This is an optimization exercise on Yosys and OpenROAD, whose aim is a short achievable clock period and few clock cycles per item, not a production implementation.
Where RTL was checked, it was by simulation tests only, not by an equivalence proof against the original.
The RTL of run 1 was laid out without a check of its function.
No activity file was given, so power comes from the tool's default toggle rates.

==> flow/design.v <==
module remimo_core (
    input  wire        clk,
    input  wire        rst,         
    output wire        mem_req,
    output wire        mem_we,
    output wire [15:0] mem_addr,
    output wire [15:0] mem_wdata,
    input  wire        mem_ready,
    input  wire [15:0] mem_rdata,
    output wire        halted,
    output wire [1:0]  cause,       
    output wire [15:0] pc,
    output wire [15:0] r0,
    output wire [15:0] r1,
    output wire [15:0] r2,
    output wire [15:0] r3,
    output wire [3:0]  flags        
);
    localparam CAUSE_PC  = 2'd1;
    localparam CAUSE_OP  = 2'd2;
    localparam CAUSE_EA  = 2'd3;
    reg        halt_q;
    reg [1:0]  cause_q;
    reg [15:0] pc_q;                
    reg [15:0] fpc;                 
    reg [15:0] fpc1;                
    reg        req_q, we_q;         
    reg [15:0] addr_q;
    reg        lk_hit;
    reg [15:0] lk_tgt;
    reg [7:0]  lk_off;
    reg        irv;                 
    reg        ir_pcf;              
    reg [15:0] ir;
    reg [15:0] epc;                 
    reg [15:0] epc1;                
    reg [15:0] epc2;                
    reg [15:0] opa;                 
    reg [15:0] opb;                 
    reg [15:0] opx;                 
    reg [15:0] opm;                 
    reg        cin;                 
    reg        c_and, c_or, c_ar, c_sub, c_sh, c_mov, c_mem, c_st;
    reg        c_b, c_bc, c_bad, c_fl;
    reg [3:0]  c_we;                
    reg        dph;
    reg        ld_a, ld_b;          
    reg        dhit;                
    reg        p_seq;               
    reg        p_tok;               
    reg        dst;
    reg [3:0]  dwe;                 
    reg [15:0] ea;
    reg [15:0] wd;
    reg [15:0] x0, x1, x2, x3;
    reg        fc, fn, fv, fz;
    localparam BTB_N = 8;
    reg [BTB_N-1:0] bt_v;
    reg [15:0]      bt_tag [0:BTB_N-1];
    reg [15:0]      bt_tgt [0:BTB_N-1];
    reg [7:0]       bt_off [0:BTB_N-1];   
    localparam IC_N = 16;
    reg [IC_N-1:0]  ic_v;
    reg [15:0]      ic_tag [0:IC_N-1];
    reg [15:0]      ic_dat [0:IC_N-1];
    reg             ic_hit;
    reg [15:0]      ic_word;
    function automatic cond_true(input [3:0] c, input f_c, input f_n, input f_v, input f_z);
        case (c)
            4'd0:  cond_true = f_z;
            4'd1:  cond_true = ~f_z;
            4'd2:  cond_true = f_c;
            4'd3:  cond_true = ~f_c;
            4'd4:  cond_true = f_n;
            4'd5:  cond_true = ~f_n;
            4'd6:  cond_true = f_v;
            4'd7:  cond_true = ~f_v;
            4'd8:  cond_true = f_c & ~f_z;
            4'd9:  cond_true = ~f_c | f_z;
            4'd10: cond_true = (f_n == f_v);
            4'd11: cond_true = (f_n != f_v);
            4'd12: cond_true = ~f_z & (f_n == f_v);
            4'd13: cond_true = f_z | (f_n != f_v);
            4'd14: cond_true = 1'b0;
            default: cond_true = 1'b1;
        endcase
    endfunction
    function automatic [16:0] kadd16(input [15:0] a, input [15:0] b, input ci);
        reg [15:0] p, g, gg, pp, ng, np;
        integer i, d;
        begin
            p  = a ^ b;
            g  = a & b;
            gg = g;
            gg[0] = g[0] | (p[0] & ci);
            pp = p;
            for (d = 1; d < 16; d = d * 2) begin
                ng = gg;
                np = pp;
                for (i = d; i < 16; i = i + 1) begin
                    ng[i] = gg[i] | (pp[i] & gg[i-d]);
                    np[i] = pp[i] & pp[i-d];
                end
                gg = ng;
                pp = np;
            end
            kadd16 = {gg[15], p ^ {gg[14:0], ci}};
        end
    endfunction
    function automatic eqk16(input [15:0] a, input [15:0] b, input [15:0] k);
        reg [15:0] t, c;
        begin
            t = a ^ b ^ k;
            c = (a & b) | ((a | b) & ~k);
            eqk16 = (t == {c[14:0], 1'b0});
        end
    endfunction
    function automatic [16:0] kinc16(input [15:0] a);
        reg [15:0] pp, np;
        integer i, d;
        begin
            pp = a;
            for (d = 1; d < 16; d = d * 2) begin
                np = pp;
                for (i = d; i < 16; i = i + 1)
                    np[i] = pp[i] & pp[i-d];
                pp = np;
            end
            kinc16 = {pp[15], a ^ {pp[14:0], 1'b1}};
        end
    endfunction
    wire ex_dp = mem_ready & ~ld_a & ~ld_b & ~dhit;
    wire ex    = irv & ~halt_q & (~dph | ex_dp);
    wire ex_ok = ex & ~ir_pcf;
    wire [16:0] sum17 = kadd16(opa, opx, cin);
    wire        ar_c  = sum17[16] ^ c_sub;
    wire        ar_v  = (opa[15] == opx[15]) & ((opa[15] != sum17[15]) ^ c_sub);
    wire [3:0] sh_amt = ir[3:0];
    reg [15:0] sh_val;
    always @(*) begin
        if (sh_amt == 4'd0)
            sh_val = opb;
        else if (!ir[6])
            sh_val = opb << sh_amt;
        else if (!ir[5])
            sh_val = opb >> sh_amt;
        else
            sh_val = $unsigned($signed(opb) >>> sh_amt);
        if (ir[7])
            sh_val = ~sh_val;
    end
    wire [15:0] res_o = ({16{c_and}} & (opa & opb))
                      | ({16{c_or}}  & (opa | opb))
                      | ({16{c_sh}}  & sh_val)
                      | ({16{c_mov}} & opm);
    wire [15:0] res   = c_ar ? sum17[15:0] : res_o;
    wire [15:0] z_p    = opa ^ opx;
    wire [15:0] z_k    = opa | opx;
    wire        z_ar   = (z_p == {z_k[14:0], cin});
    wire        z_fast = c_ar ? z_ar : c_and ? ~|(opa & opb) : ~|(opa | opb);
    wire        n_res  = c_ar ? sum17[15] : c_and ? (opa[15] & opb[15]) : (opa[15] | opb[15]);
    wire [3:0] ex_we = c_we & {4{ex_ok}};
    wire       ex_fl = c_fl & ex_ok;
    wire        ex_tk    = c_b | (c_bc & cond_true(ir[11:8], fc, fn, fv, fz));
    wire [15:0] ex_off   = {{8{ir[7]}}, ir[7:0]};
    wire [16:0] ex_bt    = kadd16(epc1, ex_off, 1'b0);
    wire [15:0] ex_tgt   = c_bc ? ex_bt[15:0] : {4'd0, ir[11:0]};
    wire        d_hit    = dph & dhit;
    wire        redirect = (ex_ok & (ex_tk ? ~p_tok : ~p_seq)) | d_hit;
    wire [15:0] redir_pc = d_hit ? epc : ex_tk ? ex_tgt : epc1;
    wire [16:0] ex_bt1   = kadd16(epc1, ex_off, 1'b1);
    wire [16:0] ex_bb1   = kinc16({4'd0, ir[11:0]});
    wire [15:0] ex_tgt1  = c_bc ? ex_bt1[15:0] : ex_bb1[15:0];
    wire [15:0] redir_p1 = d_hit ? epc1 : ex_tk ? ex_tgt1 : epc2;
    wire        ex_mem = ex_ok & c_mem;
    wire [16:0] ea17   = kadd16(opb, {8'd0, ir[7:0]}, 1'b0);
    wire f_pc = ex & ir_pcf;
    wire f_op = ex_ok & c_bad;
    wire f_ea = ex_mem & ea17[16];
    wire ex_fault = f_pc | f_op | f_ea;
    assign mem_req   = req_q;
    assign mem_we    = we_q;
    assign mem_addr  = addr_q;
    assign mem_wdata = wd;
    wire [15:0] w     = dph ? ic_word : mem_rdata;
    wire [16:0] fpc2c = kinc16(fpc1);
    wire [15:0] fpc2  = fpc2c[15:0];
    wire [3:0]  wop   = w[15:12];
    wire [1:0]  wd_r  = w[11:10];
    wire [1:0]  ws_r  = w[9:8];
    wire        wimm  = (wd_r == ws_r);
    wire        w_alu = (wop[3:2] == 2'b00);
    wire        w_ar  = (wop[3:1] == 3'b001);
    wire        w_sub = (wop == 4'd3);
    wire        w_bc  = (wop == 4'd9);
    reg [15:0] xa, xb;
    always @(*) begin
        case (wd_r)
            2'd0: xa = x0;
            2'd1: xa = x1;
            2'd2: xa = x2;
            default: xa = x3;
        endcase
        case (ws_r)
            2'd0: xb = x0;
            2'd1: xb = x1;
            2'd2: xb = x2;
            default: xb = x3;
        endcase
    end
    wire        fa_ex = ex_we[wd_r];
    wire        fb_ex = ex_we[ws_r];
    wire        fa_ld = dph & ~dst & dwe[wd_r];
    wire        fb_ld = dph & ~dst & dwe[ws_r];
    wire        immb  = w_alu & wimm;
    wire        w_rda = w_alu | (wop == 4'd5);
    wire        w_rdb = (w_alu & ~wimm) | (wop[3:1] == 3'b010) | (wop == 4'd6);
    wire [15:0] opa_e = fa_ex ? res_o : (fa_ld ? mem_rdata : xa);
    wire        opa_s = fa_ex & c_ar;
    wire [15:0] opa_n = opa_s ? sum17[15:0] : opa_e;
    wire [15:0] opb_e = immb ? {9'd0, w[6:0]} : (fb_ex ? res_o : (fb_ld ? mem_rdata : xb));
    wire        opb_s = ~immb & fb_ex & c_ar;
    wire [15:0] opb_n = opb_s ? sum17[15:0] : opb_e;
    wire [15:0] opx_n = opb_s ? (sum17[15:0] ^ {16{w_sub}}) : (opb_e ^ {16{w_sub}});
    wire [15:0] w_mr  = w[8] ? {w[7:0], 8'd0} : {8'd0, w[7:0]};
    wire [15:0] w_m   = w[9] ? ~w_mr : w_mr;
    wire        w_wr  = (w_alu & (wimm | ~w[4])) | (wop == 4'd6) | (wop == 4'd7);
    wire [3:0]  w_we  = {4{w_wr}} & (4'b0001 << wd_r);
    wire        w_cin = w_ar & ~wimm & w[5];
    wire        cin_n = (w_cin & ex_fl) ? (w_sub ^ (c_ar & ar_c))
                                        : (w_sub ^ (w_cin & fc));
    wire [15:0] r      = w;
    wire        r_b    = (r[15:12] == 4'd8);
    wire        r_bc   = (r[15:12] == 4'd9);
    wire        r_know = ~ex_fl | (r[11:9] == 3'd7);
    wire        r_cond = ~ex_fl ? cond_true(r[11:8], fc, fn, fv, fz) : r[8];
    wire        r_btb  = r_bc & lk_hit & (~r_know | r_cond);
    wire ic_ok   = ic_hit & ~(dst & (ea == fpc));
    wire ic_use  = dph & mem_ready & ic_ok & ~dhit & (~irv | (~ld_a & ~ld_b));
    wire if_ok   = ~halt_q & (dph ? ic_use : (fpc[15] | mem_ready));
    wire if_keep = if_ok & ~redirect & ~ex_fault;
    wire if_halt = if_keep & ~ex_mem & (fpc[15] | (r[15:12] > 4'd9));
    wire        f_go   = ~redirect & if_ok;
    wire        f_seq  = f_go & ~r_b & ~r_btb;
    wire        f_hold = ~redirect & ~if_ok;
    wire [15:0] fpc_e  = redirect ? redir_pc : (if_ok ? fpc1 : fpc);
    wire [15:0] fpc_n  = (f_go & r_b) ? {4'd0, r[11:0]} : (f_go & r_btb) ? lk_tgt : fpc_e;
    wire [16:0] rb1c   = kinc16({4'd0, r[11:0]});
    wire [16:0] lk1c   = kinc16(lk_tgt);
    wire [15:0] fpc1_e = redirect ? redir_p1 : (if_ok ? fpc2 : fpc1);
    wire [15:0] fpc1_n = (f_go & r_b) ? rb1c[15:0] : (f_go & r_btb) ? lk1c[15:0] : fpc1_e;
    wire [2:0]  bl_i   = fpc1[2:0];
    wire        bl_hit = bt_v[bl_i] & (bt_tag[bl_i] == fpc1);
    wire        st_now = dph & dst & mem_ready;
    wire [3:0]  il_i   = fpc1[3:0];
    wire        il_hit = ic_v[il_i] & (ic_tag[il_i] == fpc1) & ~(st_now & (ea == fpc1));
    wire dph_n  = (ex_mem & ~f_ea) | (dph & ~mem_ready);
    wire halt_n = ex_fault | if_halt;
    wire [3:0] ld_we = dwe & {4{dph & mem_ready}};
    always @(posedge clk) begin
        if (rst) begin
            x0 <= 16'd0;
            x1 <= 16'd0;
            x2 <= 16'd0;
            x3 <= 16'd0;
        end else begin
            if (ex_we[0]) x0 <= res; else if (ld_we[0]) x0 <= mem_rdata;
            if (ex_we[1]) x1 <= res; else if (ld_we[1]) x1 <= mem_rdata;
            if (ex_we[2]) x2 <= res; else if (ld_we[2]) x2 <= mem_rdata;
            if (ex_we[3]) x3 <= res; else if (ld_we[3]) x3 <= mem_rdata;
        end
    end
    always @(posedge clk) begin
        if (rst) begin
            fc <= 1'b0;
            fn <= 1'b0;
            fv <= 1'b0;
            fz <= 1'b0;
        end else if (ex_fl) begin
            fc <= c_ar & ar_c;
            fn <= n_res;
            fv <= c_ar & ar_v;
            fz <= z_fast;
        end
    end
    reg        bu_en, bu_tk;
    reg [15:0] bu_pc, bu_tgt;
    reg [7:0]  bu_off;
    always @(posedge clk) begin
        bu_tk  <= ex_tk;
        bu_pc  <= epc;
        bu_tgt <= ex_bt[15:0];
        bu_off <= ir[7:0];
        if (rst) begin
            bu_en <= 1'b0;
            bt_v  <= {BTB_N{1'b0}};
        end else begin
            bu_en <= ex_ok & c_bc;
            if (bu_en)
                bt_v[bu_pc[2:0]] <= bu_tk;
        end
    end
    always @(posedge clk) begin
        if (bu_en) begin
            bt_tag[bu_pc[2:0]] <= bu_pc;
            bt_tgt[bu_pc[2:0]] <= bu_tgt;
            bt_off[bu_pc[2:0]] <= bu_off;
        end
    end
    reg        fl_en;
    reg [15:0] fl_a, fl_d;
    wire       fl_st = st_now & (ea == fl_a);
    always @(posedge clk) begin
        fl_a <= fpc;
        fl_d <= mem_rdata;
        if (rst) begin
            fl_en <= 1'b0;
            ic_v  <= {IC_N{1'b0}};
        end else begin
            fl_en <= ~dph & ~halt_q & mem_ready & ~fpc[15];
            if (fl_en)
                ic_v[fl_a[3:0]] <= 1'b1;
        end
    end
    integer ii;
    always @(posedge clk) begin
        for (ii = 0; ii < IC_N; ii = ii + 1) begin
            if (fl_en && fl_a[3:0] == ii) begin
                ic_tag[ii] <= fl_a;
                ic_dat[ii] <= fl_st ? wd : fl_d;
            end else if (st_now && ic_tag[ii] == ea) begin
                ic_dat[ii] <= wd;
            end
        end
    end
    wire ld_done = dph & mem_ready & ~dst;
    wire cap = ~dph | ic_use;
    always @(posedge clk) begin
        if (!cap) begin
            if (ld_done & ld_a)
                opa <= mem_rdata;
            if (ld_done & ld_b) begin
                opb <= mem_rdata;
                opx <= mem_rdata ^ {16{c_sub}};
            end
        end else begin
            opa <= opa_n;
            opb <= opb_n;
            opx <= opx_n;
        end
    end
    always @(posedge clk) begin
        if (cap) begin
        ir     <= w;
        opm    <= w_m;
        cin    <= cin_n;
        c_and  <= (wop == 4'd0);
        c_or   <= (wop == 4'd1);
        c_ar   <= w_ar;
        c_sub  <= w_sub;
        c_sh   <= (wop == 4'd6);
        c_mov  <= (wop == 4'd7);
        c_mem  <= (wop[3:1] == 3'b010);
        c_st   <= (wop == 4'd5);
        c_b    <= (wop == 4'd8);
        c_bc   <= w_bc;
        c_bad  <= (wop > 4'd9);
        c_fl   <= w_alu & w[7];
        c_we   <= w_we;
        end
    end
    always @(posedge clk) begin
        if (rst) begin
            halt_q  <= 1'b0;
            cause_q <= 2'd0;
            pc_q    <= 16'd0;
            fpc     <= 16'd0;
            fpc1    <= 16'd1;
            lk_hit  <= 1'b0;
            lk_tgt  <= 16'd0;
            lk_off  <= 8'd0;
            dhit    <= 1'b0;
            p_seq   <= 1'b0;
            p_tok   <= 1'b0;
            ic_hit  <= 1'b0;
            ic_word <= 16'd0;
            req_q   <= 1'b1;
            we_q    <= 1'b0;
            addr_q  <= 16'd0;
            irv     <= 1'b0;
            ir_pcf  <= 1'b0;
            epc     <= 16'd0;
            epc1    <= 16'd0;
            epc2    <= 16'd0;
            dph     <= 1'b0;
            ld_a    <= 1'b0;
            ld_b    <= 1'b0;
            dst     <= 1'b0;
            dwe     <= 4'd0;
            ea      <= 16'd0;
            wd      <= 16'd0;
        end else if (!halt_q) begin
            fpc    <= fpc_n;
            fpc1   <= fpc1_n;
            dph    <= dph_n;
            halt_q <= halt_n;
            req_q  <= ~halt_n & (dph_n | ~fpc_n[15]);
            we_q   <= (dph & ~mem_ready) ? dst : (ex_mem & c_st);
            addr_q <= (dph & ~mem_ready) ? ea : ex_mem ? ea17[15:0] : fpc_n;
            if (f_seq) begin
                lk_hit  <= bl_hit;
                lk_tgt  <= bt_tgt[bl_i];
                lk_off  <= bt_off[bl_i];
                ic_hit  <= il_hit;
                ic_word <= ic_dat[il_i];
            end else if (!f_hold) begin
                lk_hit <= 1'b0;
                ic_hit <= 1'b0;
            end else if (st_now && ea == fpc) begin
                ic_hit <= 1'b0;
            end
            begin
                if (ex & (ir_pcf | c_bad | c_mem)) begin
                    cause_q <= ir_pcf ? CAUSE_PC : c_bad ? CAUSE_OP : CAUSE_EA;
                    pc_q    <= epc;
                end else begin
                    cause_q <= fpc[15] ? CAUSE_PC : CAUSE_OP;
                    pc_q    <= fpc;
                end
                if (ex_mem) begin
                    ld_a <= ~c_st & w_rda & (wd_r == ir[11:10]);
                    ld_b <= ~c_st & w_rdb & (ws_r == ir[11:10]);
                    dhit <= c_st & if_keep & eqk16(opb, {8'd0, ir[7:0]}, fpc);
                    dst <= c_st;
                    dwe <= {4{~c_st}} & (4'b0001 << ir[11:10]);
                    ea  <= ea17[15:0];
                    wd  <= opa;
                end
                if (cap | ex | d_hit) begin
                    irv    <= if_keep;
                end
                if (cap) begin
                    p_seq  <= ~r_b & ~r_btb;
                    p_tok  <= r_b | (r_btb & (r[7:0] == lk_off));
                    ir_pcf <= fpc[15];
                    epc    <= fpc;
                    epc1   <= fpc1;
                    epc2   <= fpc2;
                end
            end
        end
    end
    assign halted = halt_q;
    assign cause  = cause_q;
    assign pc     = pc_q;
    assign r0     = x0;
    assign r1     = x1;
    assign r2     = x2;
    assign r3     = x3;
    assign flags  = {fc, fn, fv, fz};
endmodule
==> flow/run.sh <==
#!/bin/bash
# synth_recipe.tcl (not shown) runs the flow's synth.tcl, then flattens the netlist and writes it again
# the make line also repeats each setting of config.mk as NAME=value (left out here)
make -C /OpenROAD-flow-scripts/flow DESIGN_CONFIG=/design/flow/config.mk WORK_HOME=/design/flow/orfs CLKGATE_MAP_FILE= SYNTH_SCRIPT=/design/flow/synth_recipe.tcl finish
==> flow/config.mk <==
export PLATFORM = sky130hd
export DESIGN_NAME = remimo_core
export DESIGN_NICKNAME = remimo_core
export VERILOG_FILES = /design/flow/design.v
export SDC_FILE = /design/flow/constraint.sdc
export NUM_CORES = 4
export LEC_CHECK = 0
export CAP_MARGIN = 20
export CORE_MARGIN = 2
export CORE_UTILIZATION = 40
export SETUP_SLACK_MARGIN = 5.0
export SLEW_MARGIN = 20
==> flow/constraint.sdc <==
create_clock -name core_clock -period 7.0 [get_ports {clk}]
set_input_delay 1.4000 -clock core_clock [delete_from_list [all_inputs] [get_ports {clk}]]
set_output_delay 1.4000 -clock core_clock [all_outputs]
set_load 0.01 [all_outputs]
==> summary.txt, run 1 <==
Drt
  • Router iterations before antenna repair: 8
  • Remaining DRCs: 0
  • Final WL: 301 mm
  • Via density: 6.51
  • Drt first-iter violations: 9601
  • DR WL/cell: 32.4 um
  • Routed vias: 60500
  • Antenna Nets Post-Route: 0

Global routing
  • First-pass GRT wire length: 410 mm
  • Grt total ovfl: 0
  • GRT Util Overall: 0.334
  • Largest net degree at the start of global routing: 125
  • Initial antenna violation count: 14
  • Vias in the first global route: around 56000

Synthesis
  • Sequential fraction of the synthesis area: 0.532
  • Dominant synthesized flop cell: edfxtp_1
  • Simple-Gate Fraction of Synth Area: 0.120
  • Post-synthesis adder-cell area fraction: 0.0203
  • Mux contribution to synthesized area: 0.0648
  • Yosys synthesis warning count: 3
  • Syn Area/Cell: 10.7 um2
  • Post-synthesis cell type count: between 100 and 150
  • Post-synth EDFFs: 925
  • Post-Syn Area: 66200 um2
  • Gate Count Post-Synth: between 6000 and 7000
  • XOR/XNOR Fraction of Synth Area: 0.0697
  • Ys async rst share: 0
  • Syn_nets: 6287
  • Largest family of logic cells by synthesized area: compound AO/OA/AOI/OAI gates
  • Total of flip-flops plus latches after synthesis: approximately 1300
  • Post-synthesis compound-gate area fraction: 0.152

STA
  • Fmax: around 270 MHz
  • Clock Skew: 0.0473 ns
  • RSZ-0062 raised after global routing: yes
  • Period utilization: 0.534
  • Final TNS setup: 0 ns
  • Hold slack: roughly 0.45 ns
  • Min Clock Period, post-route: 3.74 ns
  • Slew Limit Fails: 0
  • Slew HR: 0.274
  • Hold Fails Final Rpt: 0
  • Worst Tran Pin Value: approximately 1.1 ns
  • Final setup vio count: 0

Power
  • Combinational share of power: 0.535
  • Clock power share: 0.184
  • Reg power frac: 0.281
  • Power Internal: 23.3 mW
  • LEAKAGE: 33.4 nW
  • Cell Pwr Density: around 430 nW/um2
  • Maximum VDD drop: between 0.0003 and 0.0004 V
  • Switching Share: 0.427
  • NetSw: 17.4 mW

Worst setup path
  • Critical Setup Path Class: reg -> reg
  • Reg2reg path depth: 12
  • CP Max Fanout: 2
  • Worst Path Arrival: 4.30 ns
  • Reg-to-Reg End: cin
  • Reg2reg setup slack: 3.26 ns
  • FF-to-FF Start: opa[0]
  • CP startpoint kind: register
  • Req. time, crit path: 7.56 ns
  • Crit end category: register

CTS
  • CTS tree: yes
  • Clock Path Buffers: 3
  • H-tree lvl count: 4
  • Root Buffer: clkbuf_16
  • Clock Pin Slew Worst Setup and Hold Paths: 0.06 ns
  • Worst skew pair latency: 0.83 ns
  • CTS buffer count: 144
  • Clock sinks: 1298

Cells and area
  • # fillers: roughly 13000
  • Final net count: 7089
  • Finished Core Util: 0.570
  • Area taken by multi-input logic gates: 35500 um2
  • Area Overhead vs Synth: 41.6%
  • Reg area: 35700 um2
  • Most frequent cells in the layout: edfxtp_1 (925), nand2_1 (611), buf_4 (540), nor2_1 (320), buf_6 (316)
  • Layout cells sized above 1: 0.393
  • Leading cell type in the layout, fill and taps excluded: edfxtp_1
  • Final std cell area, no fill: 93800 um2

Worst hold path
  • Worst min path class: reg -> reg
  • WHS Endpoint: bu_pc[14]
  • Hold Path Depth: 0
  • Min-delay src: epc[14]

Floorplanning
  • Die Span Y: 411 um
  • Row count: 149
  • Num ports: 140
  • Core box area: approximately 160000 um2
  • Initial core utilization: 0.402
  • Die Wd: 411 um
  • Die area: 169000 um2

Place
  • Hpwl dp: 167 mm
  • Dpl cell area: 71100 um2
  • PortBufs: 139
  • Final RePlAce weighted congestion: 0.968

Outcome
  • Status: no timing/DRC/antenna violations

Run
  • Max_cap viols: 0
## per-stage QoR
stage / power, mW / setup slack [ns] / instances
detailed placement: 23.7 / 1.15 / 8115
global route: 41.4 / 3.28 / 9279
finish: 40.7 / 3.26 / 9286
global placement: 23.6 / 1.27 / 8115
floorplan: 19.3 / 3.07 / 6169
CTS: 37.2 / 3.51 / 9104
## routing by layer
metal  track usage  part of all wire  vias up
li1              -                 -    24500
met1         0.430              0.36    29500
met2         0.493              0.42     4994
met3         0.104              0.14     1500
met4         0.198             0.079       17
met5       0.00904            0.0011        -
## synth_stat cells (24+ instances only)
master | count | share of area
nor3_1 | 72 | 0.0054
nand3_1 | 120 | 0.0091
xnor2_1 | 245 | 0.032
nor2_1 | 455 | 0.026
a311oi_1 | 54 | 0.0071
clkbuf_1 | 393 | 0.022
mux4_2 | 115 | 0.039
dfxtp_1 | 373 | 0.11
nor4_1 | 78 | 0.0074
and3_1 | 90 | 0.0085
xor2_1 | 282 | 0.037
o22ai_1 | 33 | 0.0031
nor2b_1 | 29 | 0.0027
a31oi_1 | 35 | 0.0033
inv_1 | 130 | 0.0074
a211oi_1 | 147 | 0.017
mux2i_1 | 143 | 0.022
nand2b_1 | 24 | 0.0023
buf_2 | 38 | 0.0029
a22o_1 | 78 | 0.010
o21ai_0 | 352 | 0.027
nand2_1 | 713 | 0.040
ha_1 | 86 | 0.016
edfxtp_1 | 925 | 0.42
buf_1 | 96 | 0.0054
a22oi_1 | 76 | 0.0086
a21oi_1 | 407 | 0.031
a221oi_1 | 98 | 0.013
nand4_1 | 94 | 0.0089
## critical path: stages, from the launching register on
cell       delay [ns]
edfxtp_1         0.51
fa_2             0.41
fa_2             0.37
a211oi_2         0.25
o21a_1           0.20
nor3_2           0.07
o31ai_2          0.23
buf_4            0.20
o2111ai_4        0.14
xnor2_2          0.28
o31a_1           0.37
nor3_4           0.31
o21ai_1          0.12
## area by class of cell
class                           count  area share
Timing Repair Buffer             1184       0.154
Clock buffer                      220      0.0438
Clock inverter                     44     0.00446
Sequential cell                  1298       0.381
Inverter                          139     0.00762
Tap cell                         2189      0.0292
Multi-Input combinational cell   4197       0.379
Timing Repair inverter              7     0.00115
Antenna cell                        8    0.000214
## sequential cells by signal (all words and copies together), names as in the netlist, 64 cells and up, named ones only
signal / cells
bt_tag: 128
bt_tgt: 128
ic_dat: 256
bt_off: 64
ic_tag: 256
## how the worst max path moves through the flow
stage | start | end | slack [ns] | depth (start not counted)
final | opa[0] | cin | 3.26 | 12
after global routing | opx[0] | cin | 3.28 | 12
after CTS | mem_ready | fpc[15] | 3.51 | 15
after detailed placement | mem_ready | opx[3] | 1.15 | 12
after global placement | mem_ready | opx[6] | 1.27 | 12
after floorplan | mem_ready | addr_q[8] | 3.07 | 11
## logic make-up (layout without fill, tap and decap cells)
kind of cell,count (synthesis),in the layout
AO/OA/AOI/OAI,1521,1523
XOR/XNOR,527,527
adder cells (fa/ha/maj),100,100
buffers and inverters,684,1594
flip-flops,1298,1298
multiplexers,281,281
other,0,8
AND/OR/NAND/NOR,1758,1766
## power by group through the flow
stage                     clock (mW)  combinational [mW]  sequential (mW)
final                           7.48                21.8             11.4
after global routing            7.78                22.2             11.5
after CTS                       7.48                18.5             11.3
after detailed placement           0                12.0             11.8
after global placement             0                11.9             11.7
after floorplan                    0                8.72             10.5
## timing repair
action                                   CTS  global route
hold buffers                               0             0
resized for setup                       2126           595
cloned                                    90            10
buffers inserted                         635           164
endpoints found under the setup margin  1622          1354
pin swaps                                369           302
==> run 2: changes to the inputs <==
--- a/flow/design.v
+++ b/flow/design.v
@@ -234,4 +234,6 @@
     wire        r_bc   = (r[15:12] == 4'd9);
-    wire        r_know = ~ex_fl | (r[11:9] == 3'd7);
-    wire        r_cond = ~ex_fl ? cond_true(r[11:8], fc, fn, fv, fz) : r[8];
+    wire        r_eqne = (r[11:9] == 3'd0);
+    wire        r_know = ~ex_fl | r_eqne | (r[11:9] == 3'd7);
+    wire        r_cond = ~ex_fl ? cond_true(r[11:8], fc, fn, fv, fz)
+                       : r_eqne ? (z_fast ^ r[8]) : r[8];
     wire        r_btb  = r_bc & lk_hit & (~r_know | r_cond);
==> run 2 against run 1 <==
Effect of this change: synthesized cell count rose by 0.16%; die area rose by 0.43%; via count rose by 4.5%; highest routed layer unchanged; sequential power barely moved; cell area rose by 2.9%; global-route usage rose by 2.0 points; critical endpoint is now addr_q[6]; critical path type is now in -> reg; fmax rose by 4.9%.
==> summary.txt, run 2 <==
Synthesis
  • Dominant synthesized flop cell: edfxtp_1
  • Sequential fraction of the synthesis area: 0.530 (-0.00230)
  • Synth top cells by count: edfxtp_1 (925), nand2_1 (698), nor2_1 (436), clkbuf_1 (413), dfxtp_1 (373)
  • Total of flip-flops plus latches after synthesis: 1298 (unchanged)
  • Area leader, netlist: edfxtp_1
  • Ys async rst share: 0 (unchanged)
  • Post-Syn Area: 66500 um2 (+0.43%)
  • Post-synthesis cell type count: 100 (-6.5%)
  • Syn_nets: 6297 (+0.16%)
  • Count leader, synth: edfxtp_1
  • Synth top area share: 0.418 (-0.00181)
  • Syn Area/Cell: 10.8 um2 (+0.27%)
  • Post-synth EDFFs: 925 (unchanged)
  • Ranking of synthesized cells by area: edfxtp_1 (42%), dfxtp_1 (11%), nand2_1 (3.9%)
  • Yosys synthesis warning count: 3 (unchanged)
  • Gate Count Post-Synth: 6179 (+0.16%)

CTS
  • Clock Path Buffers: 3 (unchanged)
  • Root Buffer: clkbuf_16
  • Clock sinks: 1298 (unchanged)
  • CTS tree: yes
  • Worst skew pair latency: 0.83 ns (about the same)
  • Clock Pin Slew Worst Setup and Hold Paths: 0.06 ns (about the same)
  • CTS buffer count: 143 (-0.69%)
  • H-tree lvl count: 4 (unchanged)
  • # hold bufs at CTS: 0 (unchanged)

Worst hold path
  • Worst min path class: reg -> reg
  • Min-delay src: epc[1]

Cells and area
  • Final net count: 7209 (+1.7%)
  • Largest registers: ic_dat (256), ic_tag (256)
  • Layout cells sized above 1: 0.421 (+0.0272)
  • Most frequent cells in the layout: edfxtp_1 (925), nand2_1 (600), buf_4 (569), buf_6 (344), nor2_1 (329)
  • # fillers: 12600 (-1.6%)
  • Area Overhead vs Synth: 45.1%
  • Leading cell type in the layout, fill and taps excluded: edfxtp_1
  • Finished Core Util: 0.585 (+0.0152)

Power
  • Cell Pwr Density: 423 nW/um2 (-2.6%)
  • LEAKAGE: 34.5 nW (+3.2%)
  • Maximum VDD drop: 0.000353 V (+13%)

Floorplanning
  • Core box area: 165000 um2 (+0.23%)
  • Initial core utilization: 0.403 (+0.000835)
  • Die Span Y: 412 um (+0.22%)
  • Die Wd: 412 um (+0.22%)
  • Row count: 149 (unchanged)
  • Num ports: 140 (unchanged)
  • Die area: 170000 um2 (+0.43%)

Worst setup path
  • CP startpoint kind: primary input
  • Crit end category: register
  • Worst Path Arrival: 4.26 ns (-0.04 ns)
  • CP Max Fanout: 5 (+3)
  • FF-to-FF Start: ir[0]
  • Setup crit start: mem_ready
  • Req. time, crit path: 7.69 ns (+0.13 ns)
  • Critical Setup Path Class: in -> reg

Drt
  • Top layer in use: met5
  • Final WL: 321 mm (+6.6%)
  • Remaining DRCs: 0 (unchanged)
  • Router iterations before antenna repair: 10 (+2)
  • Met3 wire length: 51.6 mm (+23%)
  • Routed vias: 63200 (+4.5%)
  • DR WL/cell: 34.1 um (+5.2%)
  • Metal2 WL: 130 mm (+2.4%)
  • Antenna Nets Post-Route: 0 (unchanged)
  • Via density: 6.72 (+3.2%)
  • Wl on met1: 111 mm (+3.6%)
  • Drt first-iter violations: 10900 (+14%)

STA
  • Hold Fails Final Rpt: 0 (unchanged)
  • Slew Limit Fails: 0 (unchanged)
  • Clock Skew: 0.0524 ns (+0.00501 ns)
  • Worst Tran Pin Value: 1.30 ns (+0.225 ns)
  • Min Clock Period, post-route: 3.56 ns (-0.176 ns)
  • Slew HR: 0.130 (-0.144)
  • Final setup vio count: 0 (unchanged)
  • RSZ-0062 raised after global routing: yes
  • Final TNS setup: 0 ns (unchanged)
  • Period utilization: 0.509 (-0.0252)
  • Fmax: 281 MHz (+4.9%)

Global routing
  • GRT Util Overall: 0.354 (+0.0200)
  • Grt total ovfl: 0 (unchanged)
  • First-pass GRT wire length: 432 mm (+5.4%)
  • Initial antenna violation count: 21 (+7)
  • Largest net degree at the start of global routing: 88 (-30%)
  • Vias in the first global route: 58100 (+3.0%)

Place
  • PortBufs: 139 (unchanged)
  • Hpwl dp: 171 mm (+2.3%)
  • Final RePlAce weighted congestion: 1.01 (+4.3%)

Run
  • Max_cap viols: 0 (unchanged)

Outcome
  • Status: no timing/DRC/antenna violations
-- run 2: cell types whose count changed after synthesis, sizes merged, moves of 19 or more --
cell | before | now
xnor2 | 245 | 286
xor2 | 282 | 232
a311oi | 55 | 80
nand3 | 120 | 140
a21oi | 409 | 359
a211oi | 149 | 130
-- run 2: report_power, final --
group          leakage [nW]  internal, mW  total [mW]  switching, mW
combinational          20.2          9.25        21.8           12.5
clock                  2.25          4.24        7.63           3.38
sequential             12.0          9.76        11.4           1.63
-- run 2: area by class of cell --
cell class / instances / area (um2) / area share
Clock buffer: 198 / 3940 / 0.0408
Timing Repair Buffer: 1272 / 15600 / 0.161
Clock inverter: 64 / 686 / 0.00711
Tap cell: 2189 / 2740 / 0.0284
Sequential cell: 1298 / 35800 / 0.371
Multi-Input combinational cell: 4226 / 37000 / 0.383
Inverter: 145 / 708 / 0.00734
Timing Repair inverter: 5 / 51.3 / 0.000532
Antenna cell: 12 / 30.0 / 0.000311
-- run 2: timing repair --
item	CTS	global route
resized for setup	2322	763
hold endpoints to repair	0	0
gates cloned	111	14
setup buffers	696	184
pin swaps	417	335
endpoints found under the setup margin	1614	1381
-- run 2: logic make-up after synthesis --
group | share of synthesized area
flops | 0.530
mux | 0.0664
buf+inv | 0.0410
simple gates | 0.120
xor+xnor | 0.0682
fa+ha+maj | 0.0202
compound gates | 0.154
-- run 2: critical path, stage by stage --
cell and delay [ns]:
buf_12 0.08, or4b_4 0.48, a211oi_4 0.26, buf_6 0.16, buf_6 0.11, and2b_2 0.21
nand2_4 0.10, o211ai_1 0.66, a221oi_2 0.08, a221o_1 0.40, a2111oi_2 0.30
-- run 2: layer usage --
layer / global-route usage / vias up
met5: 0 / -
met4: 0.214 / 14
met3: 0.142 / 1692
met2: 0.504 / 5698
met1: 0.451 / 30800
li1: - / 25000
-- run 2: path summary, 6_finish.rpt --
check,endpoint,slack (ns),cells after the start
worst max-delay path,addr_q[6],3.44,11
worst min-delay path,bu_pc[1],0.43,0
worst max register to register,addr_q[6],3.45,13
worst min register to register,bu_pc[1],0.43,0
-- run 2: per-stage QoR --
stage	setup WS, ns	hold slack (ns)	instance area, um2	std cells	power, mW
after CTS	3.58	0.416	91500	9199	37.4
after detailed placement	1.30	0.381	71200	8130	23.6
after global routing	3.47	0.437	96500	9402	41.4
final	3.44	0.431	96500	9409	40.8
after floorplan	3.08	0.326	69100	6179	19.1
after global placement	1.43	0.382	71200	8130	23.5
Testbench counts of run 2, summed over its fixed seeds: cycles 110,577, instrs 103,265.
==> run 3: changes to the inputs <==
--- a/flow/config.mk
+++ b/flow/config.mk
@@ -10,3 +10,5 @@
 export CORE_UTILIZATION = 40
+export PLACE_DENSITY = 0.7
 export SETUP_SLACK_MARGIN = 5.0
 export SLEW_MARGIN = 20
+export TNS_END_PERCENT = 0
==> run 3 against run 2 <==
Effect of this change: worst setup slack worse by 0.10 ns; fmax fell by 2.8%; total power is 18% lower; global-route usage shrank 5.0 points; count of clock-buffer cells in the layout fell by 13; combinational power shrank 34%.
==> summary.txt, run 3 <==
Outcome
  • Status: no timing/DRC/antenna violations

STA
  • RSZ-0062 raised after global routing: yes
  • Worst Tran Pin Value: 1.17 ns (-0.139 ns)
  • Final TNS setup: 0 ns (unchanged)
  • Fmax: 273 MHz (-2.8%)
  • Min Clock Period, post-route: 3.67 ns (+0.104 ns)
  • Period utilization: 0.524 (+0.0149)
  • Hold Fails Final Rpt: 0 (unchanged)
  • Clock Skew: 0.0419 ns (-0.0105 ns)
  • Final worst slack: 3.33 ns (-0.104 ns)
  • Slew Limit Fails: 0 (unchanged)
  • Slew HR: 0.214 (+0.0844)
  • Final setup vio count: 0 (unchanged)

Worst hold path
  • Worst min path class: reg -> reg
  • WHS Endpoint: bu_pc[2]
  • Hold Path Depth: 0 (unchanged)
  • Min-delay src: epc[2]

Place
  • PortBufs: 139 (unchanged)
  • Worst slack, placed: 1.26 ns (-0.0356 ns)
  • Placed Cells: 8153 (+0.28%)
  • Final RePlAce weighted congestion: 1.03 (+1.9%)
  • Hpwl dp: 171 mm (about the same)

Global routing
  • Grt total ovfl: 0 (unchanged)
  • First-pass GRT wire length: 378 mm (-13%)
  • Largest net degree at the start of global routing: 175 (+99%)
  • Initial antenna violation count: 8 (-62%)
  • Vias in the first global route: 52400 (-9.9%)
  • GRT Util Overall: 0.305 (-0.0496)

Worst setup path
  • Reg-to-Reg End: ic_hit
  • Worst Path Arrival: 4.36 ns (+0.10 ns)
  • Req. time, crit path: 7.69 ns (about the same)
  • Worst path slowest cell: clkdlybuf4s50_1
  • Reg2reg path depth: 11 (-2)
  • Cells along the critical path: clkdlybuf4s50_1, buf_4, mux2i_1, inv_1, ha_1, and3_1, nand3_1, xnor2_2, nand2_1, a311oi_1
  • FF-to-FF Start: fpc1[1]
  • Reg2reg setup slack: 3.37 ns (-0.08 ns)
  • CP startpoint kind: primary input
  • Crit path largest cell delay: 0.46 ns (-0.20 ns)
  • Crit end category: register
  • Critical Setup Path Class: in -> reg
  • CP Max Fanout: 10 (+5)

Synthesis
  • Total of flip-flops plus latches after synthesis: 1298 (unchanged)
  • Ranking of synthesized cells by area: edfxtp_1 (42%), dfxtp_1 (11%), nand2_1 (3.9%)
  • Ys async rst share: 0 (unchanged)
  • Post-synthesis cell type count: 100 (unchanged)
  • Dominant synthesized flop cell: edfxtp_1
  • Sequential fraction of the synthesis area: 0.530 (unchanged)
  • Count leader, synth: edfxtp_1
  • Post-Syn Area: 66500 um2 (unchanged)
  • Syn Area/Cell: 10.8 um2 (unchanged)
  • Area leader, netlist: edfxtp_1
  • Yosys synthesis warning count: 3 (unchanged)
  • Synth top cells by count: edfxtp_1 (925), nand2_1 (698), nor2_1 (436), clkbuf_1 (413), dfxtp_1 (373)
  • Gate Count Post-Synth: 6179 (unchanged)
  • Post-synth EDFFs: 925 (unchanged)
  • Syn_nets: 6297 (unchanged)
  • Synth top area share: 0.418 (unchanged)

Cells and area
  • Layout cells sized above 1: 0.163 (-0.257)
  • Final std cells w/o fill: 8610 (-8.5%)
  • Leading cell type in the layout, fill and taps excluded: edfxtp_1
  • Largest registers: ic_dat (256), ic_tag (256)
  • Final net count: 6420 (-11%)
  • Area Overhead vs Synth: 17.4%
  • Most frequent cells in the layout: edfxtp_1 (925), nand2_1 (689), nor2_1 (425), a21oi_1 (350), dfxtp_1 (339)
  • Finished Core Util: 0.473 (-0.112)

CTS
  • Worst skew pair latency: 0.82 ns (about the same)
  • CTS tree: yes
  • Root Buffer: clkbuf_16
  • Clock Pin Slew Worst Setup and Hold Paths: 0.06 ns (about the same)
  • Clock Path Buffers: 3 (unchanged)
  • CTS buffer count: 140 (-2.1%)
  • Clock sinks: 1298 (unchanged)
  • H-tree lvl count: 4 (unchanged)

Power
  • Cell Pwr Density: 428 nW/um2 (+1.3%)
  • Pwr Total: 33.4 mW (-18%)
  • LEAKAGE: 27.2 nW (-21%)
  • Maximum VDD drop: 0.000263 V (-25%)

Drt
  • Router iterations before antenna repair: 9 (-1)
  • Via density: 6.46 (-3.9%)
  • Antenna Nets Post-Route: 0 (unchanged)
  • Remaining DRCs: 0 (unchanged)
  • Routed vias: 55600 (-12%)
  • Drt first-iter violations: 9196 (-16%)
  • Final WL: 265 mm (-17%)
  • DR WL/cell: 30.8 um (-9.6%)

Floorplanning
  • Core box area: 165000 um2 (unchanged)
  • Die Wd: 412 um (unchanged)
  • Row count: 149 (unchanged)
  • Num ports: 140 (unchanged)
  • Initial core utilization: 0.403 (unchanged)
  • Die Span Y: 412 um (unchanged)
  • Die area: 170000 um2 (unchanged)

Run
  • Max_cap viols: 0 (unchanged)
[run 3: cell counts after synthesis]
No cell type changed its count.
[run 3: worst max-delay path by stage]
stage	from	to
global route	mem_ready	fpc1[8]
detailed placement	mem_rdata[11]	addr_q[11]
global placement	mem_rdata[11]	addr_q[1]
floorplan	mem_ready	addr_q[8]
CTS	mem_ready	addr_q[3]
finish	mem_rdata[0]	fpc1[10]
[run 3: metrics by stage]
step	hold slack, ns	cell area [um2]
floorplan	0.326	66600
global placement	0.396	70200
detailed placement	0.404	70200
CTS	0.416	78000
global route	0.419	78100
finish	0.418	78100
[run 3: layer usage]
layer,wire length [um],global-route usage,vias to the layer above,part of all wire
met4,17000,0.165,6,0.064
met2,113000,0.448,4254,0.43
met1,98800,0.396,27100,0.37
met3,36500,0.102,933,0.14
met5,47,0,-,0.00018
li1,-,-,23300,-
[run 3: logic make-up after synthesis]
family	after synthesis	synth area share
flops	1298	0.530
mux	290	0.0664
compound gates	1522	0.154
fa+ha+maj	100	0.0202
buf+inv	694	0.0410
simple gates	1757	0.120
xor+xnor	518	0.0682
[run 3: power breakdown]
part	leakage [nW]	switching (mW)	internal [mW]	total (mW)
Combinational	13.0	9.07	5.33	14.4
Sequential	11.9	1.63	9.69	11.3
Clock	2.29	3.34	4.34	7.69
[run 3: final cells by class]
type                    count  area (um2)
clock buffers             185        3810
multi-input cells        4201       30000
inverters                 145         583
repair buffers            516        4680
clock inverters            72         895
flip-flops and latches   1298       35300
fillers                 14700       86900
diodes                      4        10.0
well taps                2189        2740
[run 3: repair_timing]
action | 4_1_cts | 5_1_grt
cloned | 20 | 0
resized for setup | 339 | 16
buffers inserted | 172 | 3
endpoints found under the hold margin | 0 | 0
setup endpoints to repair | 1548 | 1672
pin swaps | 41 | 6
hold buffers | 0 | 0
[run 3: critical path, delay by kind of cell]
kind            cells  cell delay (ns)
buf+inv             3             1.12
simple gates        3             0.60
xor+xnor            1             0.46
fa+ha+maj           1             0.31
compound gates      1             0.26
mux                 1             0.20
==> run 4: changes to the inputs <==
--- a/flow/config.mk
+++ b/flow/config.mk
@@ -9,4 +9,3 @@
 export CORE_MARGIN = 2
-export CORE_UTILIZATION = 40
-export PLACE_DENSITY = 0.7
+export CORE_UTILIZATION = 30
 export SETUP_SLACK_MARGIN = 5.0
==> run 4 against run 3 <==
Effect of this change: die area up 33%; non-clock buffer count up 82; worst hold slack worse by 0.0011 ns; global-route usage down 6.5 points; sequential share of layout area down 1.3 points; synthesized area unchanged; total power up 1.5%; combinational power up 6%.
==> summary.txt, run 4 <==
Drt
  • Metal2 WL: 125 mm (+11%)
  • Remaining DRCs: 0 (unchanged)
  • Antenna Nets Post-Route: 0 (unchanged)
  • Drt first-iter violations: 8047 (-12%)
  • Routed vias: 55500 (-0.13%)
  • Met3 wire length: 31.3 mm (-14%)
  • DR WL/cell: 29.7 um (-3.6%)
  • Router iterations before antenna repair: 9 (unchanged)
  • Wl on met1: 106 mm (+7.0%)
  • Final WL: 281 mm (+5.9%)
  • Top layer in use: met5
  • Via density: 5.87 (-9.1%)

Worst setup path
  • Reg2reg path depth: 10 (-1)
  • CP Max Fanout: 10 (unchanged)
  • Critical Setup Path Class: in -> reg
  • Crit end category: register
  • Req. time, crit path: 7.73 ns (+0.04 ns)
  • Worst Path Arrival: 4.25 ns (-0.11 ns)
  • CP startpoint kind: primary input

Worst hold path
  • Hold Path Depth: 0 (unchanged)
  • Worst min path class: reg -> reg

Place
  • Placed Cells: 8938 (+9.6%)
  • Worst slack, placed: 0.916 ns (-0.347 ns)
  • PortBufs: 139 (unchanged)
  • Final RePlAce weighted congestion: 0.975 (-5.3%)
  • Hpwl dp: 181 mm (+5.8%)

Synthesis
  • Count leader, synth: edfxtp_1
  • Post-Syn Area: 66500 um2 (unchanged)
  • Ranking of synthesized cells by area: edfxtp_1 (42%), dfxtp_1 (11%), nand2_1 (3.9%)
  • Post-synthesis cell type count: 100 (unchanged)
  • Post-synth EDFFs: 925 (unchanged)
  • Total of flip-flops plus latches after synthesis: 1298 (unchanged)
  • Synth top area share: 0.418 (unchanged)
  • Yosys synthesis warning count: 3 (unchanged)
  • Sequential fraction of the synthesis area: 0.530 (unchanged)
  • Ys async rst share: 0 (unchanged)
  • Syn_nets: 6297 (unchanged)
  • Synth top cells by count: edfxtp_1 (925), nand2_1 (698), nor2_1 (436), clkbuf_1 (413), dfxtp_1 (373)
  • Area leader, netlist: edfxtp_1
  • Dominant synthesized flop cell: edfxtp_1
  • Syn Area/Cell: 10.8 um2 (unchanged)
  • Gate Count Post-Synth: 6179 (unchanged)

STA
  • Min Clock Period, post-route: 3.52 ns (-0.151 ns)
  • Period utilization: 0.502 (-0.0216)
  • Final setup vio count: 0 (unchanged)
  • Clock Skew: 0.0637 ns (+0.0218 ns)
  • Hold Fails Final Rpt: 0 (unchanged)
  • RSZ-0062 raised after global routing: yes
  • Slew HR: 0.0925 (-0.122)
  • Final worst slack: 3.48 ns (+0.151 ns)
  • Slew Limit Fails: 0 (unchanged)
  • Worst Tran Pin Value: 1.35 ns (+0.183 ns)
  • Fmax: 284 MHz (+4.3%)
  • Final TNS setup: 0 ns (unchanged)

Cells and area
  • Largest registers: ic_dat (256), ic_tag (256)
  • Leading cell type in the layout, fill and taps excluded: edfxtp_1
  • Final std cells w/o fill: 9462 (+9.9%)
  • Area Overhead vs Synth: 20.8%
  • Most frequent cells in the layout: edfxtp_1 (925), nand2_1 (688), nor2_1 (425), buf_4 (378), dfxtp_1 (348)
  • Layout cells sized above 1: 0.182 (+0.0191)
  • Final net count: 6505 (+1.3%)

CTS
  • CTS tree: yes
  • CTS buffer count: 142 (+1.4%)
  • Root Buffer: clkbuf_16
  • H-tree lvl count: 4 (unchanged)
  • Clock Pin Slew Worst Setup and Hold Paths: 0.07 ns (about the same)
  • Clock sinks: 1298 (unchanged)
  • # hold bufs at CTS: 0 (unchanged)
  • Worst skew pair latency: 0.84 ns (+0.02 ns)
  • Clock Path Buffers: 3 (unchanged)

Global routing
  • GRT Util Overall: 0.240 (-0.0646)
  • Initial antenna violation count: 11 (+3)
  • Vias in the first global route: 51800 (-1.3%)
  • First-pass GRT wire length: 392 mm (+3.9%)
  • Largest net degree at the start of global routing: 120 (-31%)
  • Grt total ovfl: 0 (unchanged)

Power
  • LEAKAGE: 27.8 nW (+2.3%)
  • Maximum VDD drop: 0.000237 V (-10%)
  • Cell Pwr Density: 422 nW/um2 (-1.3%)

Floorplanning
  • Die Wd: 475 um (+15%)
  • Row count: 172 (+15%)
  • Core box area: 220000 um2 (+33%)
  • Die area: 225000 um2 (+33%)
  • Num ports: 140 (unchanged)
  • Die Span Y: 475 um (+15%)
  • Initial core utilization: 0.302 (-0.101)

Run
  • Max_cap viols: 0 (unchanged)

Outcome
  • Status: no timing/DRC/antenna violations
[run 4: worst paths after layout]
kind / from / end / slack [ns]
max: mem_rdata[0] / fpc1[10] / 3.48
min: epc[9] / bu_pc[9] / 0.42
max reg2reg: ir[1] / opa[3] / 3.49
min reg2reg: epc[9] / bu_pc[9] / 0.42
[run 4: worst max-delay path: stages]
cell and delay [ns]:
clkdlybuf4s50_1 0.47, buf_4 0.27, mux2i_1 0.12, buf_4 0.24
clkinvlp_4 0.22, ha_1 0.26, and3_1 0.25, nand3_2 0.20
xnor2_2 0.38, nand2_1 0.13, a311oi_1 0.27
[run 4: layer usage]
metal / global-route usage / vias to the layer above
li1: - / 23400
met1: 0.311 / 27200
met2: 0.372 / 3980
met3: 0.0526 / 874
met4: 0.133 / 6
met5: 0 / -
[run 4: per-stage QoR]
| step | area [um2] | power [mW] | utilization | hold WS, ns |
|---|---|---|---|---|
| 4_1_cts | 79100 | 32.7 | 0.360 | 0.421 |
| 6_report | 80300 | 33.9 | 0.365 | 0.417 |
| 2_1_floorplan | 66600 | 18.4 | - | 0.326 |
| 3_3_place_gp | 71300 | 23.4 | 0.324 | 0.414 |
| 3_5_place_dp | 71300 | 23.4 | 0.324 | 0.412 |
| 5_1_grt | 80300 | 34.8 | 0.365 | 0.425 |
[run 4: kinds of logic (layout without fill, tap and decap cells)]
logic type | Yosys count | after routing | synth area share
AND/OR/NAND/NOR | 1757 | 1766 | 0.120
AO/OA/AOI/OAI | 1522 | 1524 | 0.154
flip-flops | 1298 | 1298 | 0.530
buffers and inverters | 694 | 1004 | 0.0410
XOR/XNOR | 518 | 518 | 0.0682
multiplexers | 290 | 291 | 0.0664
adder cells (fa/ha/maj) | 100 | 100 | 0.0202
other | 0 | 3 | 0
[run 4: area by class of cell]
cell class / count / area (um2)
repair buffers: 598 / 5600
diodes: 3 / 7.51
clock inverters: 74 / 746
flip-flops and latches: 1298 / 35300
fillers: 21600 / 140000
inverters: 145 / 621
repair inverters: 3 / 21.3
clock buffers: 184 / 3900
well taps: 2958 / 3700
multi-input cells: 4199 / 30400
[run 4: timing repair]
action,CTS,global route
gates cloned,17,9
resized for setup,383,129
endpoints found under the hold margin,0,0
buffers inserted,171,65
endpoints found under the setup margin,1599,1662
pin swaps,47,53
[run 4: power breakdown]
group          leakage [nW]  total (mW)  internal, mW  switching (mW)
sequential             11.9        11.2          9.70            1.49
clock                  2.27        7.58          4.24            3.33
combinational          13.6        15.2          5.64            9.53
total                  27.8        33.9          19.6            14.4
==> run 5: changes to the inputs <==
--- a/flow/config.mk
+++ b/flow/config.mk
@@ -9,4 +9,4 @@
 export CORE_MARGIN = 2
-export CORE_UTILIZATION = 30
-export SETUP_SLACK_MARGIN = 5.0
+export CORE_UTILIZATION = 40
+export SETUP_SLACK_MARGIN = 4.0
 export SLEW_MARGIN = 20
==> run 5 against run 4 <==
Effect of this change: still clean; via count fell by 0.48%; flip-flop and latch count did not move; clock power rose by 3.8%; sequential share of layout area rose by 0.72 points; cell count fell by 8.3%; worst setup slack got worse by 0.059 ns; total power rose by 0.82%; fmax fell by 1.6%; count of clock-buffer cells in the layout rose by 13; core utilization rose by 11 points; first-iteration DRC count rose by 5.5%.
==> summary.txt, run 5 <==
Outcome
  • Status: no timing/DRC/antenna violations

Worst setup path
  • Reg2reg path depth: 11 (+1)
  • Worst Path Arrival: 4.14 ns (-0.11 ns)
  • Crit end category: register
  • Req. time, crit path: 7.56 ns (-0.17 ns)
  • Worst path slowest cell: edfxtp_1
  • Reg-to-Reg End: opa[13]
  • Cells along the critical path: buf_4, inv_4, ha_4, nor2b_1, o21a_1, o21ai_0, a21oi_1, a211oi_1, xor2_1, a2bb2oi_2, a221o_1
  • Critical Path Stages: 11 (unchanged)
  • WP buf/inv: 2 (-2)
  • Crit path largest cell delay: 0.50 ns (+0.03 ns)
  • Reg2reg setup slack: 3.42 ns (-0.07 ns)
  • FF-to-FF Start: opa[1]
  • Worst setup path end: opa[13]
  • CP Max Fanout: 5 (-5)
  • CP delay by family, top: compound AO/OA/AOI/OAI gates
  • Setup crit start: opa[1]
  • CP startpoint kind: register
  • Critical Setup Path Class: reg -> reg

Synthesis
  • Yosys synthesis warning count: 3 (unchanged)
  • Synth top cells by count: edfxtp_1 (925), nand2_1 (698), nor2_1 (436), clkbuf_1 (413), dfxtp_1 (373)
  • XOR/XNOR Fraction of Synth Area: 0.0682 (unchanged)
  • Mux contribution to synthesized area: 0.0664 (unchanged)
  • Syn_nets: 6297 (unchanged)
  • Post-synthesis cell type count: 100 (unchanged)
  • Ranking of synthesized cells by area: edfxtp_1 (42%), dfxtp_1 (11%), nand2_1 (3.9%)
  • Area leader, netlist: edfxtp_1
  • Gate Count Post-Synth: 6179 (unchanged)
  • Total of flip-flops plus latches after synthesis: 1298 (unchanged)
  • Syn Area/Cell: 10.8 um2 (unchanged)
  • Count leader, synth: edfxtp_1
  • Post-synthesis adder-cell area fraction: 0.0202 (unchanged)
  • Post-synthesis compound-gate area fraction: 0.154 (unchanged)
  • Post-Syn Area: 66500 um2 (unchanged)
  • Post-synth EDFFs: 925 (unchanged)
  • Largest family of logic cells by synthesized area: compound AO/OA/AOI/OAI gates
  • Simple-Gate Fraction of Synth Area: 0.120 (unchanged)
  • Sequential fraction of the synthesis area: 0.530 (unchanged)
  • Synth top area share: 0.418 (unchanged)
  • Ys async rst share: 0 (unchanged)
  • Dominant synthesized flop cell: edfxtp_1

CTS
  • Clock sinks: 1298 (unchanged)
  • # hold bufs at CTS: 0 (unchanged)
  • Worst skew pair latency: 0.82 ns (-0.02 ns)
  • CTS buffer count: 146 (+2.8%)
  • H-tree lvl count: 4 (unchanged)
  • Clock Path Buffers: 3 (unchanged)
  • Root Buffer: clkbuf_16
  • Clock Pin Slew Worst Setup and Hold Paths: 0.06 ns (about the same)
  • CTS tree: yes

Place
  • Hpwl dp: 178 mm (-1.6%)
  • Dpl cell area: 70400 um2 (-1.4%)
  • Worst slack, placed: 1.36 ns (+0.447 ns)
  • Final RePlAce weighted congestion: 1.01 (+3.2%)
  • Placed Cells: 8171 (-8.6%)
  • PortBufs: 139 (unchanged)

STA
  • Fmax: 280 MHz (-1.6%)
  • Final worst slack: 3.42 ns (-0.0587 ns)
  • Slew HR: 0.161 (+0.0684)
  • Period utilization: 0.511 (+0.00838)
  • RSZ-0062 raised after global routing: yes
  • Worst Tran Pin Value: 1.24 ns (-0.106 ns)
  • Hold Fails Final Rpt: 0 (unchanged)
  • Min Clock Period, post-route: 3.58 ns (+0.0587 ns)
  • Slew Limit Fails: 0 (unchanged)
  • Hold slack: 0.432 ns (+0.0147 ns)
  • Final setup vio count: 0 (unchanged)
  • Final TNS setup: 0 ns (unchanged)
  • Clock Skew: 0.0507 ns (-0.0130 ns)

Drt
  • Via density: 6.37 (+8.6%)
  • DR WL/cell: 31.8 um (+7.0%)
  • Drt first-iter violations: 8488 (+5.5%)
  • Router iterations before antenna repair: 9 (unchanged)
  • Routed vias: 55300 (-0.48%)
  • Remaining DRCs: 0 (unchanged)
  • Antenna Nets Post-Route: 0 (unchanged)
  • Final WL: 276 mm (-1.9%)

Floorplanning
  • Die area: 170000 um2 (-25%)
  • Core box area: 165000 um2 (-25%)
  • Row count: 149 (-13%)
  • Num ports: 140 (unchanged)
  • Die Wd: 412 um (-13%)
  • Die Span Y: 412 um (-13%)
  • Initial core utilization: 0.403 (+0.101)

Power
  • Cell Pwr Density: 432 nW/um2 (+2.3%)
  • Pwr Total: 34.2 mW (+0.82%)
  • Maximum VDD drop: 0.000271 V (+15%)
  • LEAKAGE: 27.7 nW (-0.24%)

Global routing
  • GRT Util Overall: 0.317 (+0.0766)
  • Initial antenna violation count: 9 (-2)
  • Grt total ovfl: 0 (unchanged)
  • Vias in the first global route: 52100 (+0.67%)
  • First-pass GRT wire length: 388 mm (-1.1%)
  • Largest net degree at the start of global routing: 94 (-22%)

Worst hold path
  • Worst min path class: reg -> reg
  • Hold Path Depth: 0 (unchanged)

Cells and area
  • Most frequent cells in the layout: edfxtp_1 (925), nand2_1 (690), nor2_1 (427), buf_4 (365), a21oi_1 (345)
  • Final std cells w/o fill: 8674 (-8.3%)
  • Layout cells sized above 1: 0.178 (-0.00422)
  • Largest registers: ic_dat (256), ic_tag (256)
  • Leading cell type in the layout, fill and taps excluded: edfxtp_1
  • Final std cell area, no fill: 79200 um2 (-1.5%)
  • Area Overhead vs Synth: 19.0%
  • Finished Core Util: 0.480 (+0.115)
  • Final net count: 6479 (-0.40%)

Run
  • Max_cap viols: 0 (unchanged)
run 5: cell counts after synthesis:
Identical to the previous run, type by type.
run 5: area by class of cell:
| type | count | area, um2 |
|---|---|---|
| Antenna cell | 4 | 10.0 |
| Clock buffer | 197 | 4000 |
| Clock inverter | 71 | 862 |
| Fill cell | 14800 | 85800 |
| Inverter | 145 | 606 |
| Multi-Input combinational cell | 4197 | 30200 |
| Sequential cell | 1298 | 35400 |
| Tap cell | 2189 | 2740 |
| Timing Repair Buffer | 572 | 5360 |
| Timing Repair inverter | 1 | 6.26 |
run 5: what timing repair did:
action	CTS	global route
setup endpoints to repair	780	780
cloned	17	2
pin swaps	66	24
buffers inserted	191	20
gates resized for setup	381	58
run 5: worst register-to-register path, stage by stage (launching register included):
cell and delay, ns:
edfxtp_1 0.50, buf_4 0.21, inv_4 0.11, ha_4 0.22, nor2b_1 0.14, o21a_1 0.20, o21ai_0 0.30, a21oi_1 0.23
a211oi_1 0.32, xor2_1 0.48, a2bb2oi_2 0.23, a221o_1 0.38
run 5: cell families after synthesis:
group	count (synthesis)
AND/OR/NAND/NOR	1757
buffers and inverters	694
adder cells (fa/ha/maj)	100
XOR/XNOR	518
flip-flops	1298
multiplexers	290
AO/OA/AOI/OAI	1522
run 5: routing by layer:
metal / global-route usage / up-vias / part of all wire
met1: 0.423 / 27300 / 0.39
met5: 0 / - / 0.00068
met2: 0.476 / 3782 / 0.44
li1: - / 23400 / -
met4: 0.149 / 4 / 0.054
met3: 0.0864 / 791 / 0.12
run 5: worst min path at each step:
stage | startpoint | slack (ns) | to
after CTS | epc[7] | 0.42 | bu_pc[7]
after floorplan | fpc[15] | 0.33 | fl_a[15]
final | epc[7] | 0.43 | bu_pc[7]
after detailed placement | epc[7] | 0.41 | bu_pc[7]
after global placement | epc[7] | 0.41 | bu_pc[7]
after global routing | epc[13] | 0.44 | bu_pc[13]
run 5: where the power goes:
group,total (mW),switching [mW],internal (mW),leakage (nW)
Combinational,15.0,9.27,5.71,13.5
Clock,7.87,3.43,4.44,2.35
Sequential,11.3,1.65,9.70,11.9
==> run 6: changes to the inputs <==
--- a/flow/config.mk
+++ b/flow/config.mk
@@ -10,3 +10,3 @@
 export CORE_UTILIZATION = 40
-export SETUP_SLACK_MARGIN = 4.0
+export SETUP_SLACK_MARGIN = 5.0
 export SLEW_MARGIN = 20
==> run 6 against run 5 <==
Effect of this change: sequential power hardly changed; global-route usage is 0.51 points lower; non-clock buffer count is 36 higher; die area stayed put; worst hold slack worse by 0.025 ns; highest routed layer unchanged; register-to-register slack better by 0.096 ns.
==> summary.txt, run 6 <==
Outcome
  • Status: no timing/DRC/antenna violations

CTS
  • Clock Path Buffers: 3 (unchanged)
  • H-tree lvl count: 4 (unchanged)
  • Root Buffer: clkbuf_16
  • CTS buffer count: 144 (-1.4%)
  • CTS tree: yes
  • Worst skew pair latency: 0.83 ns (about the same)
  • Clock sinks: 1298 (unchanged)
  • # hold bufs at CTS: 0 (unchanged)
  • Clock Pin Slew Worst Setup and Hold Paths: 0.06 ns (about the same)

Synthesis
  • Synth top area share: 0.418 (unchanged)
  • Yosys synthesis warning count: 3 (unchanged)
  • Sequential fraction of the synthesis area: 0.530 (unchanged)
  • Post-synthesis cell type count: 100 (unchanged)
  • Syn_nets: 6297 (unchanged)
  • Dominant synthesized flop cell: edfxtp_1
  • Syn Area/Cell: 10.8 um2 (unchanged)
  • Post-synth EDFFs: 925 (unchanged)
  • Count leader, synth: edfxtp_1
  • Gate Count Post-Synth: 6179 (unchanged)
  • Synth top cells by count: edfxtp_1 (925), nand2_1 (698), nor2_1 (436), clkbuf_1 (413), dfxtp_1 (373)
  • Post-Syn Area: 66500 um2 (unchanged)
  • Area leader, netlist: edfxtp_1
  • Ys async rst share: 0 (unchanged)
  • Total of flip-flops plus latches after synthesis: 1298 (unchanged)
  • Ranking of synthesized cells by area: edfxtp_1 (42%), dfxtp_1 (11%), nand2_1 (3.9%)

STA
  • Slew Limit Fails: 0 (unchanged)
  • Hold Fails Final Rpt: 0 (unchanged)
  • Min Clock Period, post-route: 3.54 ns (-0.0358 ns)
  • RSZ-0062 raised after global routing: yes
  • Final worst slack: 3.46 ns (+0.0358 ns)
  • Fmax: 282 MHz (+1.0%)
  • Period utilization: 0.506 (-0.00511)
  • Hold slack: 0.406 ns (-0.0252 ns)
  • Worst Tran Pin Value: 1.23 ns (-0.0160 ns)
  • Clock Skew: 0.0530 ns (+0.00229 ns)
  • Slew HR: 0.181 (+0.0203)
  • Final TNS setup: 0 ns (unchanged)
  • Final setup vio count: 0 (unchanged)

Drt
  • Drt first-iter violations: 9045 (+6.6%)
  • Routed vias: 55900 (+1.2%)
  • Final WL: 274 mm (-0.66%)
  • Router iterations before antenna repair: 7 (-2)
  • Remaining DRCs: 0 (unchanged)
  • DR WL/cell: 31.4 um (-1.1%)
  • Antenna Nets Post-Route: 0 (unchanged)
  • Via density: 6.42 (+0.80%)

Run
  • Max_cap viols: 0 (unchanged)

Global routing
  • Initial antenna violation count: 12 (+3)
  • First-pass GRT wire length: 383 mm (-1.2%)
  • Global Route met1 Usage: 0.419 (-0.00444)
  • GR peak layer: met2
  • Largest net degree at the start of global routing: 172 (+83%)
  • Met3 Track Usage GR: 0.0897 (+0.00325)
  • Met2 Usage GRT: 0.460 (-0.0165)
  • Grt total ovfl: 0 (unchanged)
  • GRT Util Overall: 0.312 (-0.00507)
  • Vias in the first global route: 52100 (+0.029%)

Power
  • Maximum VDD drop: 0.000348 V (+28%)
  • LEAKAGE: 27.9 nW (+0.80%)
  • Cell Pwr Density: 433 nW/um2 (+0.21%)
  • Pwr Total: 34.5 mW (+0.90%)

Cells and area
  • Final net count: 6517 (+0.59%)
  • Area Overhead vs Synth: 19.8%
  • Finished Core Util: 0.483 (+0.00331)
  • Layout cells sized above 1: 0.186 (+0.00765)
  • Leading cell type in the layout, fill and taps excluded: edfxtp_1
  • Largest registers: ic_dat (256), ic_tag (256)
  • Most frequent cells in the layout: edfxtp_1 (925), nand2_1 (690), nor2_1 (421), buf_4 (387), a21oi_1 (348)

Floorplanning
  • Die Span Y: 412 um (unchanged)
  • Num ports: 140 (unchanged)
  • Initial core utilization: 0.403 (unchanged)
  • Core box area: 165000 um2 (unchanged)
  • Row count: 149 (unchanged)
  • Die Wd: 412 um (unchanged)
  • Die area: 170000 um2 (unchanged)

Worst setup path
  • CP startpoint kind: primary input
  • WP buf/inv: 4 (+2)
  • Most frequent CP cell: buf_4
  • Crit path largest cell delay: 0.47 ns (-0.03 ns)
  • Critical Setup Path Class: in -> reg
  • Cells along the critical path: clkdlybuf4s50_1, buf_4, mux2i_2, buf_4, nor4_2, buf_4, nand3_1, nor3_1, xnor2_1, o21ai_0, o221a_2
  • Req. time, crit path: 7.70 ns (+0.14 ns)
  • Worst path slowest cell: clkdlybuf4s50_1
  • Worst Path Arrival: 4.24 ns (+0.10 ns)
  • CP delay by family, top: buffers and inverters
  • Crit end category: register
  • CP Max Fanout: 10 (+5)

Worst hold path
  • Worst min path class: reg -> reg

Place
  • Hpwl dp: 174 mm (-2.4%)
  • PortBufs: 139 (unchanged)
  • Worst slack, placed: 1.48 ns (+0.118 ns)
  • Final RePlAce weighted congestion: 1.01 (+0.60%)
[run 6: cell types whose count changed in the layout (fill, tap and decap cells not counted), sizes merged, moves of 2 or more]
cell / change
buf: +34
clkbuf: +12
bufinv: -5
clkinv: -4
clkinvlp: -3
diode: -3
clkdlybuf4s15: +2
o2111ai: +2
[run 6: routing by layer]
metal / vias up / routed length, um
li1: 23500 / -
met1: 27500 / 105000
met2: 4048 / 117000
met3: 931 / 36000
met4: 12 / 16000
met5: - / 83
[run 6: final cells by class]
type                            count  area [um2]
Inverter                          145         598
Sequential cell                  1298       35300
Fill cell                       14800       85300
Antenna cell                        1        2.50
Multi-Input combinational cell   4201       30500
Clock buffer                      208        4210
Timing Repair Buffer              608        5710
Timing Repair inverter              1        5.00
Clock inverter                     60         583
Tap cell                         2189        2740
[run 6: worst paths after layout]
path	from	to	slack (ns)	depth (start not counted)
hold reg to reg	epc[0]	bu_pc[0]	0.41	0
hold / removal	epc[0]	bu_pc[0]	0.41	0
setup reg to reg	opb[12]	addr_q[12]	3.52	11
setup / recovery	mem_rdata[5]	fpc1[9]	3.46	11
[run 6: stage by stage]
stage,instances,area [um2]
final,8711,79700
after global routing,8710,79700
after CTS,8644,78600
after detailed placement,8161,70300
after global placement,8158,70300
after floorplan,6179,66600
[run 6: power by group]
part	switching, mW	leakage [nW]	total [mW]	internal (mW)
sequential	1.58	11.9	11.3	9.69
combinational	9.59	13.7	15.5	5.91
clock	3.32	2.35	7.74	4.42
total	14.5	27.9	34.5	20.0
[run 6: logic make-up after synthesis]
| group | Yosys count | share of synthesized area |
|---|---|---|
| AO/OA/AOI/OAI | 1522 | 0.154 |
| adder cells (fa/ha/maj) | 100 | 0.0202 |
| buffers and inverters | 694 | 0.0410 |
| multiplexers | 290 | 0.0664 |
| XOR/XNOR | 518 | 0.0682 |
| flip-flops | 1298 | 0.530 |
| AND/OR/NAND/NOR | 1757 | 0.120 |
[run 6: timing repair]
item	CTS	global route
gates cloned	25	4
hold endpoints to repair	0	0
pin swaps	47	60
gates resized for setup	377	124
setup buffers	190	61
endpoints found under the setup margin	1631	1656

## what the ideal ports hide
The results above use ideal ports. As a check the final layouts listed here were re-extracted and re-timed, cells and wires unchanged. Step 1 assumes that a clkbuf_16 drives the clock port and a buf_2 every other input. Step 2, shift: input delay + t, output delay - t, t = (earliest + latest rising clock arrival at the registers) / 2. This alone moves slack from input paths to output paths. a / b / c = ideal / step 1 / step 2; a / b = the first two.
run | t (ns) | setup WS [ns]
run 1 | 0.909 | 3.259 / 3.259 / 2.404
run 2 | 0.889 | 3.436 / 3.353 / 2.463
run 3 | 0.888 | 3.331 / 3.248 / 2.360
run 4 | 0.903 | 3.483 / 3.375 / 2.472
run 5 | 0.878 | 3.424 / 3.424 / 2.624
run 6 | 0.879 | 3.460 / 3.346 / 2.467
After both steps setup and hold are still met in every run listed.
